Source: an optimization exercise on an open RTL-to-GDS flow (aim: small area, a short achievable clock period and few clock cycles). Production flows keep margins and buffers that such runs may drop. At most, simulation tests tie the RTL to the original design; equivalence was not proved.

==> run a: inputs <==
## peak_detector
module peak_detector (
    input  wire        clk,
    input  wire        rst,         
    input  wire        in_valid,
    output wire        in_ready,
    input  wire [63:0] in_data,
    input  wire        in_last,
    output reg         done,
    output wire [4:0]  peak_count,
    input  wire [4:0]  rd_idx,
    output wire [14:0] rd_bin,
    output wire [63:0] rd_amp,
    output reg  [14:0] absmax_bin,
    output wire [63:0] absmax_amp
);
export LEC_CHECK = 0
export CAP_MARGIN = 20
export CORE_MARGIN = 2
export CORE_UTILIZATION = 65
export CTS_CLUSTER_DIAMETER = 60
export CTS_CLUSTER_SIZE = 40
export GPL_TIMING_DRIVEN = 1
export SETUP_SLACK_MARGIN = 2.0
export SLEW_MARGIN = 45
export TNS_END_PERCENT = 100
create_clock -name core_clock -period 7.5 [get_ports {clk}]
standard.sh (not shown) runs the stock make flow with config.mk's settings and CLKGATE_MAP_FILE= SYNTH_SCRIPT=/design/flow/synth_recipe.tcl, a recipe that flattens the netlist after the stock synthesis.
==> flow/flow/run.sh <==
#!/bin/bash
# Own flow: the standard layout (standard.sh) with three changes:
#  * synthesis maps the combinational logic with an area-oriented ABC script
#    (flow/area.script) and keeps ABC off the complex cells listed in
#    flow/abc_dont_use.txt; registers are mapped exactly as in the standard
#    synthesis (ABC only sees combinational logic);
#  * every port still gets a buffer, but a buf_2 (BUFFER_PORTS_ARGS) that the
#    resizer may size up or down;
#  * the resizer may change a cell's footprint (MATCH_CELL_FOOTPRINT=0), so it
#    can size gates up on critical paths.
# Each tool's output goes to its own log here (synth.log, layout.log and the
# ORFS logs under orfs/logs).
set -euo pipefail
W=$PWD
{
  echo 'proc abc {args} {'
  echo '  set i [lsearch $args -script]'
  echo "  set args [lreplace \$args [expr {\$i+1}] [expr {\$i+1}] $W/flow/area.script]"
  echo "  foreach c {$(cat flow/abc_dont_use.txt | tr '\n' ' ')} { lappend args -dont_use \$c }"
  echo '  yosys abc {*}$args'
  echo '}'
  cat synth_recipe.tcl
} > my_synth.tcl
EXTRA="BUFFER_PORTS_ARGS=\"-buffer_cell sky130_fd_sc_hd__buf_2\" MATCH_CELL_FOOTPRINT=0"
sed -e "s#SYNTH_SCRIPT=[^ ]*#SYNTH_SCRIPT=$W/my_synth.tcl#" \
    -e "s#\"\${@:-finish}\"#$EXTRA \"\${@:-finish}\"#" standard.sh > my_standard.sh
bash my_standard.sh synth > synth.log 2>&1
bash my_standard.sh finish > layout.log 2>&1
==> flow/flow/abc_dont_use.txt <==
sky130_fd_sc_hd__a222oi_1
sky130_fd_sc_hd__a221o_1
sky130_fd_sc_hd__a221o_2
sky130_fd_sc_hd__a221o_4
sky130_fd_sc_hd__a221oi_1
sky130_fd_sc_hd__a221oi_2
sky130_fd_sc_hd__a221oi_4
sky130_fd_sc_hd__a211o_1
sky130_fd_sc_hd__a211o_2
sky130_fd_sc_hd__a211o_4
sky130_fd_sc_hd__a211oi_1
sky130_fd_sc_hd__a211oi_2
sky130_fd_sc_hd__a211oi_4
sky130_fd_sc_hd__a2111oi_0
sky130_fd_sc_hd__a2111o_1
==> flow/flow/area.script <==
&get -n
&st
&dch
&nf -R 10 -a
&put
topo
stime -c
==> inputs of run b, as changes to run a <==
--- a/flow/design.v
+++ b/flow/design.v
@@ -38,19 +38,19 @@
     reg  [14:0]    cnt;          
     reg  [63:0]    prev1;        
     reg            rising_r;     
     reg  [CAP-1:0] ger;          
     reg  [CAP-1:0] eqr;          
     reg            rdy;
     reg  [4:0]     count;
     reg  [CAP-1:0] vmask;        
+    reg  [CAP-1:0] rden;         
     reg  [CAP-1:0] pick;         
     reg            first;        
-    reg            tph;          
     reg  [62:0]    amax;
     reg  [62:0]    amp  [0:CAP-1];
     reg  [14:0]    bin  [0:CAP-1];
     reg  [4:0]     rank [0:CAP-1];
     assign in_ready   = rdy;
     assign peak_count = count;
     assign absmax_amp = {1'b0, amax};
     wire beat  = in_valid & rdy;
@@ -82,17 +82,17 @@
         end
     endfunction
     reg [62:0] mux_amp;
     reg [14:0] mux_bin;
     always @(*) begin
         mux_amp = 63'd0;
         mux_bin = 15'd0;
         for (k = 0; k < CAP; k = k + 1) begin
-            sel[k]  = (done & vmask[k] & (rank[k] == rd_idx)) | pick[k];
+            sel[k]  = (rden[k] & (rank[k] == rd_idx)) | pick[k];
             mux_amp = mux_amp | (amp[k] & {63{sel[k]}});
             mux_bin = mux_bin | (bin[k] & {15{sel[k]}});
         end
     end
     assign rd_amp = {1'b0, mux_amp};
     assign rd_bin = mux_bin;
     wire [1:0] clow    = ucmp({{(64-LW){1'b0}}, mux_amp[LW-1:0]},
                               {{(64-LW){1'b0}}, prev1[LW-1:0]});
@@ -103,18 +103,17 @@
     wire       in_nan  = is_nan(in_data);
     wire       in_pos  = ~in_data[63] & ~in_nan & (|in_data[62:0]);
     wire       rising  = prev1[63] ? ~is_nan(prev1) : in_gt_p;
     wire       falling = in_data[63] ? ~in_nan : in_lt_p;
     wire [1:0] cmx     = ucmp({1'b0, in_data[62:0]}, {1'b0, amax});
     wire       abs_gt  = ~in_data[63] & ~in_nan & cmx[1];
     wire       cand_pot = in_pos & rising & ~first & ~in_last;
     wire [CAP-1:0] eqr_left = eqr & ~pick;
-    wire       need_res = cand_pot & (|eqp);
-    wire       hopeless = full & (|(ger & wr19));
+    wire       need_res = cand_pot & (|eqp) & ~(full & (|(gtp & wr19)));
     wire       admit    = rising_r & falling & (~full | ~(|(ger & wr19)));
     wire [CAP-1:0] vmask_nx = first ? {CAP{1'b0}} :
                               (admit & ~full) ? {vmask[CAP-2:0], 1'b1} : vmask;
     reg  [4:0] t;
     always @(*) begin
         t = 5'd0;
         for (k = 0; k < CAP; k = k + 1)
             t = t + {4'd0, ger[k]};
@@ -123,49 +122,43 @@
     always @(posedge clk) begin
         if (rst) begin
             cnt      <= 15'd0;
             done     <= 1'b0;
             rdy      <= 1'b1;
             rising_r <= 1'b0;
             eqr      <= {CAP{1'b0}};
             pick     <= {CAP{1'b0}};
+            rden     <= {CAP{1'b0}};
             first    <= 1'b1;
         end else if (!rdy) begin
-            if (!tph) begin
-                pick <= hopeless ? {CAP{1'b0}} : lowest(eqr);
-                eqr  <= hopeless ? {CAP{1'b0}} : eqr;
-                rdy  <= hopeless;
-                tph  <= 1'b1;
-            end else begin
-                for (k = 0; k < CAP; k = k + 1)
-                    if (pick[k]) ger[k] <= ge_low;
-                eqr  <= eqr_left;
-                pick <= lowest(eqr_left);
-                rdy  <= (eqr_left == {CAP{1'b0}});
-            end
+            for (k = 0; k < CAP; k = k + 1)
+                if (pick[k]) ger[k] <= ge_low;
+            eqr  <= eqr_left;
+            pick <= lowest(eqr_left);
+            rdy  <= (eqr_left == {CAP{1'b0}});
         end else if (beat) begin
             done  <= in_last;
             first <= in_last;
+            rden  <= in_last ? vmask_nx : {CAP{1'b0}};
             vmask <= vmask_nx;
             cnt   <= in_last ? 15'd0 : cnt + 15'd1;
             prev1 <= in_data;
             if (first) begin
                 amax       <= 63'd0;
                 absmax_bin <= 15'd0;
             end else if (abs_gt) begin
                 amax       <= in_data[62:0];
                 absmax_bin <= cnt;
             end
             rising_r <= cand_pot;
             ger      <= gtp;
-            eqr      <= eqp;
-            pick     <= {CAP{1'b0}};
+            eqr      <= need_res ? eqp : {CAP{1'b0}};
+            pick     <= need_res ? lowest(eqp) : {CAP{1'b0}};
             rdy      <= ~need_res;
-            tph      <= 1'b0;
             if (first)
                 count <= 5'd0;
             else if (admit) begin
                 if (!full) count <= count + 5'd1;
                 for (k = 0; k < CAP; k = k + 1) begin
                     if (wsel[k]) begin
                         amp[k]  <= prev1[62:0];
                         bin[k]  <= cand_bin;
==> flow/run.sh (new file) <==
#!/bin/bash
# synth_recipe.tcl (not shown) runs the flow's synth.tcl, then flattens the netlist and writes it again
# the make line also repeats each setting of config.mk as NAME=value (left out here)
make -C /OpenROAD-flow-scripts/flow DESIGN_CONFIG=/design/flow/config.mk WORK_HOME=/design/flow/orfs CLKGATE_MAP_FILE= SYNTH_SCRIPT=/design/flow/synth_recipe.tcl finish
==> flow/config.mk (replaced) <==
export PLATFORM = sky130hd
export DESIGN_NAME = peak_detector
export DESIGN_NICKNAME = peak_detector
export VERILOG_FILES = /design/flow/design.v
export SDC_FILE = /design/flow/constraint.sdc
export NUM_CORES = 8
export LEC_CHECK = 0
export CAP_MARGIN = 40
export CORE_MARGIN = 2
export CORE_UTILIZATION = 30
export SETUP_SLACK_MARGIN = 3.0
export SLEW_MARGIN = 40
removed: flow/flow/run.sh
removed: flow/flow/abc_dont_use.txt
removed: flow/flow/area.script
removed: flow/standard.sh
==> inputs of run c, as changes to run a <==
==> flow/config.mk (replaced) <==
export PLATFORM = sky130hd
export DESIGN_NAME = peak_detector
export DESIGN_NICKNAME = peak_detector
export VERILOG_FILES = /design/flow/design.v
export SDC_FILE = /design/flow/constraint.sdc
export NUM_CORES = 8
export LEC_CHECK = 0
export CAP_MARGIN = 20
export CORE_MARGIN = 2
export CORE_UTILIZATION = 65
export CTS_CLUSTER_DIAMETER = 60
export CTS_CLUSTER_SIZE = 30
export GPL_TIMING_DRIVEN = 1
export SETUP_SLACK_MARGIN = 1.6
export SLEW_MARGIN = 45
export TNS_END_PERCENT = 100
==> out/results.ini <==
[sta]
fmax_mhz = 164
skew_ns = 0.0582

[pwr]
p_per_area_nw_per_um2 = 228
ir_drop_mv = 0.259
switching_share = 0.252
p_int_w = 0.0163

[die]
start_util = 0.656

[global_routing]
grt_use_met3 = 0.199

[cells_and_area]
multi_input_cells = 4171

[routing]
drt_iter0_drc = 13100

[outcome]
status = timing/DRC/antenna clean

[clock_network]
clock_sinks = 1907

[setup_path]
critPathTopFamily = buffers and inverters

[logic_synthesis]
yosysSeqAreaShare = 0.687
synth_compound_area_frac = 0.146

The numbers above come from run c.

==> out/results.ini <==
[outcome]
status = timing/DRC/antenna clean

[pwr]
switching_share = 0.272
p_int_w = 0.0194

[sta]
fmax_mhz = 174
skew_ns = 0.0932

[setup_path]
critPathTopFamily = buffers and inverters

[logic_synthesis]
yosysSeqAreaShare = 0.634

[routing]
drt_iter0_drc = 16500

The numbers above come from run b.

==> out/results.ini <==
[outcome]
status = timing/DRC/antenna clean

[pwr]
ir_drop_mv = 0.273
p_int_w = 0.0163
p_per_area_nw_per_um2 = 226

[logic_synthesis]
yosysSeqAreaShare = 0.687
synth_compound_area_frac = 0.146

[routing]
drt_iter0_drc = 13700

[sta]
fmax_mhz = 178
skew_ns = 0.0393

[global_routing]
grt_use_met3 = 0.205

[clock_network]
clock_sinks = 1907

[setup_path]
critPathTopFamily = compound AO/OA/AOI/OAI gates

[placement]
dp_slack_ns = 0.587

The numbers above come from run a.

Testbench counts of run a, summed over its fixed seeds: cycles 59,252.
Testbench counts of run b, summed over its fixed seeds: cycles 59,226.
Testbench counts of run c, summed over its fixed seeds: cycles 59,252.

==> run B <==
peak_detector, a different RTL version from the one above (not shown whole).
==> flow/config.mk <==
export PLATFORM = sky130hd
export DESIGN_NAME = peak_detector
export DESIGN_NICKNAME = peak_detector
export VERILOG_FILES = /design/flow/design.v
export SDC_FILE = /design/flow/constraint.sdc
export NUM_CORES = 8
export LEC_CHECK = 0
export CAP_MARGIN = 20
export CORE_MARGIN = 2
export CORE_UTILIZATION = 65
export GPL_TIMING_DRIVEN = 1
export SETUP_SLACK_MARGIN = 2.0
export SLEW_MARGIN = 20
export TNS_END_PERCENT = 0
==> flow/constraint.sdc <==
create_clock -name core_clock -period 7.5 [get_ports {clk}]
set_input_delay 1.5000 -clock core_clock [delete_from_list [all_inputs] [get_ports {clk}]]
set_output_delay 1.5000 -clock core_clock [all_outputs]
set_load 0.01 [all_outputs]
==> flow/flow/run.sh <==
#!/bin/bash
# Own flow: the standard layout, except that synthesis maps the
# combinational logic with an area-oriented ABC script (flow/area.script)
# and keeps ABC off a few complex cells (flow/abc_dont_use.txt) that have no
# stronger sizes, so the resizer can still size the read port's gates.
# Registers are mapped exactly as in the standard synthesis (ABC only sees
# combinational logic). Each tool's output goes to its own log here.
set -euo pipefail
W=$PWD
{
  echo 'proc abc {args} {'
  echo '  set i [lsearch $args -script]'
  echo "  set args [lreplace \$args [expr {\$i+1}] [expr {\$i+1}] $W/flow/area.script]"
  echo "  foreach c {$(cat flow/abc_dont_use.txt | tr '\n' ' ')} { lappend args -dont_use \$c }"
  echo '  yosys abc {*}$args'
  echo '}'
  cat synth_recipe.tcl
} > my_synth.tcl
sed "s#SYNTH_SCRIPT=[^ ]*#SYNTH_SCRIPT=$W/my_synth.tcl#" standard.sh > my_standard.sh
bash my_standard.sh synth > synth.log 2>&1
bash my_standard.sh finish > layout.log 2>&1
==> flow/flow/abc_dont_use.txt <==
sky130_fd_sc_hd__a222oi_1
sky130_fd_sc_hd__a221o_1
sky130_fd_sc_hd__a221o_2
sky130_fd_sc_hd__a221o_4
sky130_fd_sc_hd__a221oi_1
sky130_fd_sc_hd__a221oi_2
sky130_fd_sc_hd__a221oi_4
sky130_fd_sc_hd__a211o_1
sky130_fd_sc_hd__a211o_2
sky130_fd_sc_hd__a211o_4
sky130_fd_sc_hd__a211oi_1
sky130_fd_sc_hd__a211oi_2
sky130_fd_sc_hd__a211oi_4
sky130_fd_sc_hd__a2111oi_0
sky130_fd_sc_hd__a2111o_1
==> flow/flow/area.script <==
&get -n
&st
&dch
&nf -R 1000 -a
&put
topo
stime -c
==> inputs of run A, as changes to run B <==
--- a/flow/design.v
+++ b/flow/design.v
@@ -44,11 +44,11 @@
     reg  [4:0]     count;
     reg  [CAP-1:0] vmask;        
     reg  [CAP-1:0] pick;         
     reg            first;        
     reg  [LW-1:0]  tlow;         
-    reg            tph;          
+    reg  [1:0]     tph;          
     reg  [62:0]    amax;
     reg  [62:0]    amp  [0:CAP-1];
     reg  [14:0]    bin  [0:CAP-1];
     reg  [4:0]     rank [0:CAP-1];
     assign in_ready   = rdy;
@@ -130,18 +130,26 @@
             rising_r <= 1'b0;
             eqr      <= {CAP{1'b0}};
             pick     <= {CAP{1'b0}};
             first    <= 1'b1;
         end else if (!rdy) begin
-            tph <= ~tph;
-            if (tph) begin
-                for (k = 0; k < CAP; k = k + 1)
-                    if (pick[k]) ger[k] <= ge_low;
-                eqr  <= eqr_left;
-                pick <= lowest(eqr_left);
-                rdy  <= (eqr_left == {CAP{1'b0}});
-            end
+            case (tph)
+                2'd0: begin
+                    pick <= lowest(eqr);
+                    tph  <= 2'd1;
+                end
+                2'd1:
+                    tph  <= 2'd2;
+                default: begin
+                    for (k = 0; k < CAP; k = k + 1)
+                        if (pick[k]) ger[k] <= ge_low;
+                    eqr  <= eqr_left;
+                    pick <= lowest(eqr_left);
+                    tph  <= 2'd1;
+                    rdy  <= (eqr_left == {CAP{1'b0}});
+                end
+            endcase
         end else if (beat) begin
             done  <= in_last;
             first <= in_last;
             vmask <= vmask_nx;
             cnt   <= in_last ? 15'd0 : cnt + 15'd1;
@@ -153,14 +161,14 @@
                 amax       <= in_data[62:0];
                 absmax_bin <= cnt;
             end
             rising_r <= cand_pot;
             ger      <= gtp;
-            eqr      <= need_res ? eqp : {CAP{1'b0}};
-            pick     <= need_res ? lowest(eqp) : {CAP{1'b0}};
+            eqr      <= eqp;
+            pick     <= {CAP{1'b0}};
             rdy      <= ~need_res;
-            tph      <= 1'b0;
+            tph      <= 2'd0;
             if (first)
                 count <= 5'd0;
             else if (admit) begin
                 if (!full) count <= count + 5'd1;
                 for (k = 0; k < CAP; k = k + 1) begin
==> flow/flow/run.sh (replaced) <==
#!/bin/bash
# Own flow: the standard layout (standard.sh) with three changes:
#  * synthesis maps the combinational logic with an area-oriented ABC script
#    (flow/area.script) and keeps ABC off the complex cells listed in
#    flow/abc_dont_use.txt; registers are mapped exactly as in the standard
#    synthesis (ABC only sees combinational logic);
#  * every port still gets a buffer, but a buf_2 (BUFFER_PORTS_ARGS) that the
#    resizer may size up or down;
#  * the resizer may change a cell's footprint (MATCH_CELL_FOOTPRINT=0), so it
#    can size gates up on critical paths.
# Each tool's output goes to its own log here (synth.log, layout.log and the
# ORFS logs under orfs/logs).
set -euo pipefail
W=$PWD
{
  echo 'proc abc {args} {'
  echo '  set i [lsearch $args -script]'
  echo "  set args [lreplace \$args [expr {\$i+1}] [expr {\$i+1}] $W/flow/area.script]"
  echo "  foreach c {$(cat flow/abc_dont_use.txt | tr '\n' ' ')} { lappend args -dont_use \$c }"
  echo '  yosys abc {*}$args'
  echo '}'
  cat synth_recipe.tcl
} > my_synth.tcl
EXTRA="BUFFER_PORTS_ARGS=\"-buffer_cell sky130_fd_sc_hd__buf_2\" MATCH_CELL_FOOTPRINT=0"
sed -e "s#SYNTH_SCRIPT=[^ ]*#SYNTH_SCRIPT=$W/my_synth.tcl#" \
    -e "s#\"\${@:-finish}\"#$EXTRA \"\${@:-finish}\"#" standard.sh > my_standard.sh
bash my_standard.sh synth > synth.log 2>&1
bash my_standard.sh finish > layout.log 2>&1
==> flow/flow/area.script (replaced) <==
&get -n
&st
&dch
&nf -R 10 -a
&put
topo
stime -c
Settings changed: CTS_CLUSTER_DIAMETER from default to 60, CTS_CLUSTER_SIZE from default to 30.
==> inputs of run D, as changes to run B <==
--- a/flow/design.v
+++ b/flow/design.v
@@ -40,64 +40,57 @@
     reg            rising_r;     
     reg  [CAP-1:0] ger;          
     reg  [CAP-1:0] eqr;          
     reg            rdy;
     reg  [4:0]     count;
-    reg  [CAP-1:0] vmask;        
-    reg  [CAP-1:0] pick;         
-    reg            first;        
-    reg  [LW-1:0]  tlow;         
-    reg            tph;          
     reg  [62:0]    amax;
     reg  [62:0]    amp  [0:CAP-1];
     reg  [14:0]    bin  [0:CAP-1];
     reg  [4:0]     rank [0:CAP-1];
     assign in_ready   = rdy;
     assign peak_count = count;
     assign absmax_amp = {1'b0, amax};
     wire beat  = in_valid & rdy;
-    wire full  = vmask[CAP-1];
-    reg [CAP-1:0] valid, wr19, wfill, gtp, eqp, sel;
+    wire first = (cnt == 15'd0);
+    wire full  = (count == CAP[4:0]);
+    reg [CAP-1:0] valid, wr19, wfill, gtp, eqp, pick, sel;
     reg [1:0]     c;
     integer k;
     always @(*) begin
         for (k = 0; k < CAP; k = k + 1) begin
-            valid[k] = vmask[k];
+            valid[k] = (count > k);
             wr19[k]  = (rank[k] == 5'd19);
-            wfill[k] = ~vmask[k] & ((k == 0) ? 1'b1 : vmask[(k == 0) ? 0 : k-1]);
+            wfill[k] = (count == k);
             c        = ucmp({{(64-PW){1'b0}}, amp[k][62:LW]},
                             {{(64-PW){1'b0}}, in_data[62:LW]});
             gtp[k]   = valid[k] & c[1];
             eqp[k]   = valid[k] & c[0] & ~c[1];
         end
     end
     wire [CAP-1:0] wsel = full ? wr19 : wfill;
-    function automatic [CAP-1:0] lowest(input [CAP-1:0] x);
-        reg f;
-        integer i;
-        begin
-            f = 1'b0;
-            for (i = 0; i < CAP; i = i + 1) begin
-                lowest[i] = x[i] & ~f;
-                f = f | x[i];
-            end
+    reg found;
+    always @(*) begin
+        found = 1'b0;
+        for (k = 0; k < CAP; k = k + 1) begin
+            pick[k] = eqr[k] & ~found;
+            found   = found | eqr[k];
         end
-    endfunction
+    end
     reg [62:0] mux_amp;
     reg [14:0] mux_bin;
     always @(*) begin
         mux_amp = 63'd0;
         mux_bin = 15'd0;
         for (k = 0; k < CAP; k = k + 1) begin
-            sel[k]  = (done & vmask[k] & (rank[k] == rd_idx)) | pick[k];
+            sel[k]  = (done & valid[k] & (rank[k] == rd_idx)) | pick[k];
             mux_amp = mux_amp | (amp[k] & {63{sel[k]}});
             mux_bin = mux_bin | (bin[k] & {15{sel[k]}});
         end
     end
     assign rd_amp = {1'b0, mux_amp};
     assign rd_bin = mux_bin;
-    wire [1:0] clow    = ucmp({{(64-LW){1'b0}}, tlow},
+    wire [1:0] clow    = ucmp({{(64-LW){1'b0}}, mux_amp[LW-1:0]},
                               {{(64-LW){1'b0}}, prev1[LW-1:0]});
     wire       ge_low  = clow[1] | clow[0];
     wire [1:0] cnb     = ucmp({1'b0, in_data[62:0]}, {1'b0, prev1[62:0]});
     wire       in_gt_p = cnb[1];                   
     wire       in_lt_p = ~(cnb[1] | cnb[0]);       
@@ -106,46 +99,33 @@
     wire       rising  = prev1[63] ? ~is_nan(prev1) : in_gt_p;
     wire       falling = in_data[63] ? ~in_nan : in_lt_p;
     wire [1:0] cmx     = ucmp({1'b0, in_data[62:0]}, {1'b0, amax});
     wire       abs_gt  = ~in_data[63] & ~in_nan & cmx[1];
     wire       cand_pot = in_pos & rising & ~first & ~in_last;
-    wire [CAP-1:0] eqr_left = eqr & ~pick;
     wire       need_res = cand_pot & (|eqp) & ~(full & (|(gtp & wr19)));
     wire       admit    = rising_r & falling & (~full | ~(|(ger & wr19)));
-    wire [CAP-1:0] vmask_nx = first ? {CAP{1'b0}} :
-                              (admit & ~full) ? {vmask[CAP-2:0], 1'b1} : vmask;
     reg  [4:0] t;
     always @(*) begin
         t = 5'd0;
         for (k = 0; k < CAP; k = k + 1)
             t = t + {4'd0, ger[k]};
     end
     wire [14:0] cand_bin = cnt - 15'd1;
-    always @(posedge clk)
-        tlow <= mux_amp[LW-1:0];
     always @(posedge clk) begin
         if (rst) begin
             cnt      <= 15'd0;
             done     <= 1'b0;
             rdy      <= 1'b1;
             rising_r <= 1'b0;
             eqr      <= {CAP{1'b0}};
-            pick     <= {CAP{1'b0}};
-            first    <= 1'b1;
         end else if (!rdy) begin
-            tph <= ~tph;
-            if (tph) begin
-                for (k = 0; k < CAP; k = k + 1)
-                    if (pick[k]) ger[k] <= ge_low;
-                eqr  <= eqr_left;
-                pick <= lowest(eqr_left);
-                rdy  <= (eqr_left == {CAP{1'b0}});
-            end
+            for (k = 0; k < CAP; k = k + 1)
+                if (pick[k]) ger[k] <= ge_low;
+            eqr <= eqr & ~pick;
+            rdy <= ((eqr & ~pick) == {CAP{1'b0}});
         end else if (beat) begin
             done  <= in_last;
-            first <= in_last;
-            vmask <= vmask_nx;
             cnt   <= in_last ? 15'd0 : cnt + 15'd1;
             prev1 <= in_data;
             if (first) begin
                 amax       <= 63'd0;
                 absmax_bin <= 15'd0;
@@ -154,13 +134,11 @@
                 absmax_bin <= cnt;
             end
             rising_r <= cand_pot;
             ger      <= gtp;
             eqr      <= need_res ? eqp : {CAP{1'b0}};
-            pick     <= need_res ? lowest(eqp) : {CAP{1'b0}};
             rdy      <= ~need_res;
-            tph      <= 1'b0;
             if (first)
                 count <= 5'd0;
             else if (admit) begin
                 if (!full) count <= count + 5'd1;
                 for (k = 0; k < CAP; k = k + 1) begin
==> flow/run.sh (new file) <==
#!/bin/bash
# synth_recipe.tcl (not shown) runs the flow's synth.tcl, then flattens the netlist and writes it again
# the make line also repeats each setting of config.mk as NAME=value (left out here)
make -C /OpenROAD-flow-scripts/flow DESIGN_CONFIG=/design/flow/config.mk WORK_HOME=/design/flow/orfs CLKGATE_MAP_FILE= SYNTH_SCRIPT=/design/flow/synth_recipe.tcl finish
Settings changed: CAP_MARGIN 20 to 40, CORE_UTILIZATION 65 to 30, GPL_TIMING_DRIVEN 1 to default, SETUP_SLACK_MARGIN 2.0 to default, SLEW_MARGIN 20 to 40, TNS_END_PERCENT 0 to default.
removed: flow/flow/run.sh
removed: flow/flow/abc_dont_use.txt
removed: flow/flow/area.script
removed: flow/standard.sh
==> inputs of run Y, as changes to run B <==
--- a/flow/design.v
+++ b/flow/design.v
@@ -41,14 +41,13 @@
     reg  [CAP-1:0] ger;          
     reg  [CAP-1:0] eqr;          
     reg            rdy;
     reg  [4:0]     count;
     reg  [CAP-1:0] vmask;        
+    reg  [CAP-1:0] rden;         
     reg  [CAP-1:0] pick;         
     reg            first;        
-    reg  [LW-1:0]  tlow;         
-    reg            tph;          
     reg  [62:0]    amax;
     reg  [62:0]    amp  [0:CAP-1];
     reg  [14:0]    bin  [0:CAP-1];
     reg  [4:0]     rank [0:CAP-1];
     assign in_ready   = rdy;
@@ -86,18 +85,18 @@
     reg [14:0] mux_bin;
     always @(*) begin
         mux_amp = 63'd0;
         mux_bin = 15'd0;
         for (k = 0; k < CAP; k = k + 1) begin
-            sel[k]  = (done & vmask[k] & (rank[k] == rd_idx)) | pick[k];
+            sel[k]  = (rden[k] & (rank[k] == rd_idx)) | pick[k];
             mux_amp = mux_amp | (amp[k] & {63{sel[k]}});
             mux_bin = mux_bin | (bin[k] & {15{sel[k]}});
         end
     end
     assign rd_amp = {1'b0, mux_amp};
     assign rd_bin = mux_bin;
-    wire [1:0] clow    = ucmp({{(64-LW){1'b0}}, tlow},
+    wire [1:0] clow    = ucmp({{(64-LW){1'b0}}, mux_amp[LW-1:0]},
                               {{(64-LW){1'b0}}, prev1[LW-1:0]});
     wire       ge_low  = clow[1] | clow[0];
     wire [1:0] cnb     = ucmp({1'b0, in_data[62:0]}, {1'b0, prev1[62:0]});
     wire       in_gt_p = cnb[1];                   
     wire       in_lt_p = ~(cnb[1] | cnb[0]);       
@@ -118,33 +117,30 @@
         t = 5'd0;
         for (k = 0; k < CAP; k = k + 1)
             t = t + {4'd0, ger[k]};
     end
     wire [14:0] cand_bin = cnt - 15'd1;
-    always @(posedge clk)
-        tlow <= mux_amp[LW-1:0];
     always @(posedge clk) begin
         if (rst) begin
             cnt      <= 15'd0;
             done     <= 1'b0;
             rdy      <= 1'b1;
             rising_r <= 1'b0;
             eqr      <= {CAP{1'b0}};
             pick     <= {CAP{1'b0}};
+            rden     <= {CAP{1'b0}};
             first    <= 1'b1;
         end else if (!rdy) begin
-            tph <= ~tph;
-            if (tph) begin
-                for (k = 0; k < CAP; k = k + 1)
-                    if (pick[k]) ger[k] <= ge_low;
-                eqr  <= eqr_left;
-                pick <= lowest(eqr_left);
-                rdy  <= (eqr_left == {CAP{1'b0}});
-            end
+            for (k = 0; k < CAP; k = k + 1)
+                if (pick[k]) ger[k] <= ge_low;
+            eqr  <= eqr_left;
+            pick <= lowest(eqr_left);
+            rdy  <= (eqr_left == {CAP{1'b0}});
         end else if (beat) begin
             done  <= in_last;
             first <= in_last;
+            rden  <= in_last ? vmask_nx : {CAP{1'b0}};
             vmask <= vmask_nx;
             cnt   <= in_last ? 15'd0 : cnt + 15'd1;
             prev1 <= in_data;
             if (first) begin
                 amax       <= 63'd0;
@@ -156,11 +152,10 @@
             rising_r <= cand_pot;
             ger      <= gtp;
             eqr      <= need_res ? eqp : {CAP{1'b0}};
             pick     <= need_res ? lowest(eqp) : {CAP{1'b0}};
             rdy      <= ~need_res;
-            tph      <= 1'b0;
             if (first)
                 count <= 5'd0;
             else if (admit) begin
                 if (!full) count <= count + 5'd1;
                 for (k = 0; k < CAP; k = k + 1) begin
==> flow/run.sh (new file) <==
#!/bin/bash
# synth_recipe.tcl (not shown) runs the flow's synth.tcl, then flattens the netlist and writes it again
# the make line also repeats each setting of config.mk as NAME=value (left out here)
make -C /OpenROAD-flow-scripts/flow DESIGN_CONFIG=/design/flow/config.mk WORK_HOME=/design/flow/orfs CLKGATE_MAP_FILE= SYNTH_SCRIPT=/design/flow/synth_recipe.tcl finish
Settings changed: CORE_UTILIZATION 65 to 60, CTS_CLUSTER_DIAMETER from default to 60, CTS_CLUSTER_SIZE from default to 30, GPL_TIMING_DRIVEN 1 to default, TNS_END_PERCENT 0 to default.
removed: flow/flow/run.sh
removed: flow/flow/abc_dont_use.txt
removed: flow/flow/area.script
removed: flow/standard.sh
==> comparison <==
Via count, highest first: run Y, run A, run B, run D. Between run Y and run B, the lower register-to-register slack is in run Y (gap 0.15 ns). Setup slack, highest first: run Y, run B, run A, run D. Design area: run Y > run D > run B > run A. Non-clock buffer count, lowest first: run A, run B, run D, run Y.
==> figures <==
quantity	run Y	run B	run A	run D
Placed inst area	97000 um^2	90600 um^2	89700 um^2	94700 um^2
Multi-input comb cells	4332	4147	4165	3726
Final cell utilization of the core	0.730	0.790	0.754	0.365
Gpl congestion	1.12	0.989	1.07	1.04
First-pass GRT wire length	578 mm	431 mm	458 mm	481 mm
Number of synthesized flops with an enable pin	1847	1848	1849	1827
Top achievable clock speed	173 MHz	172 MHz	171 MHz	142 MHz
Result of the run	finished clean	finished clean	finished clean	finished clean
Pre-CTS WS	0.463 ns	0.643 ns	0.782 ns	0.594 ns
Via density per instance	8.08	7.25	7.61	5.98
Routed wire length on met3	87.1 mm	49.1 mm	58.5 mm	38.1 mm
Worst Reg2Reg Path Length in Cells	13	15	13	18
Testbench counts of run Y, summed over its fixed seeds: cycles 59,226.
For run B, run A and run D, only the layout was checked, not whether the RTL still works.

[what the ideal ports hide]
In the flow no input, the clock included, has a driving cell. The finished layouts below were timed again as built, in two steps. Step 1, drivers: a clkbuf_16 drives clk and a buf_2 each remaining input, both assumed. Step 2, shift: input delay + t, output delay - t, t = (earliest + latest rising clock arrival at the registers) / 2. This alone moves slack from input paths to output paths. Three values: ideal, step 1, step 2; two values: the first two.
run	shift t [ns]	setup slack, ns	latest minus earliest clock arrival (ns)	slew at the worst register clock pin (ns)
run a of note 1	0.884	1.867 / 1.724 / 1.059	0.040 / 0.040	0.10 / 0.10
run b of note 1	1.006	1.767 / 1.568 / 1.309	0.093 / 0.093	0.07 / 0.07
run c of note 1	0.893	1.397 / 1.365 / 0.725	0.058 / 0.058	0.11 / 0.11
run B of note 2	0.930	1.670 / 1.637 / 0.882	0.057 / 0.057	0.10 / 0.10
run A of note 2	0.895	1.664 / 1.612 / 0.893	0.044 / 0.044	0.10 / 0.10
run D of note 2	0.944	0.476 / 0.383 / 0.490	0.047 / 0.048	0.07 / 0.07
run Y of note 2	0.902	1.733 / 1.687 / 0.932	0.077 / 0.078	0.11 / 0.11
After both steps every run listed still meets setup and hold. For run a of note 1, which loses most, drivers alone change the setup slack by -0.143 ns; drivers and shift together by -0.808 ns.
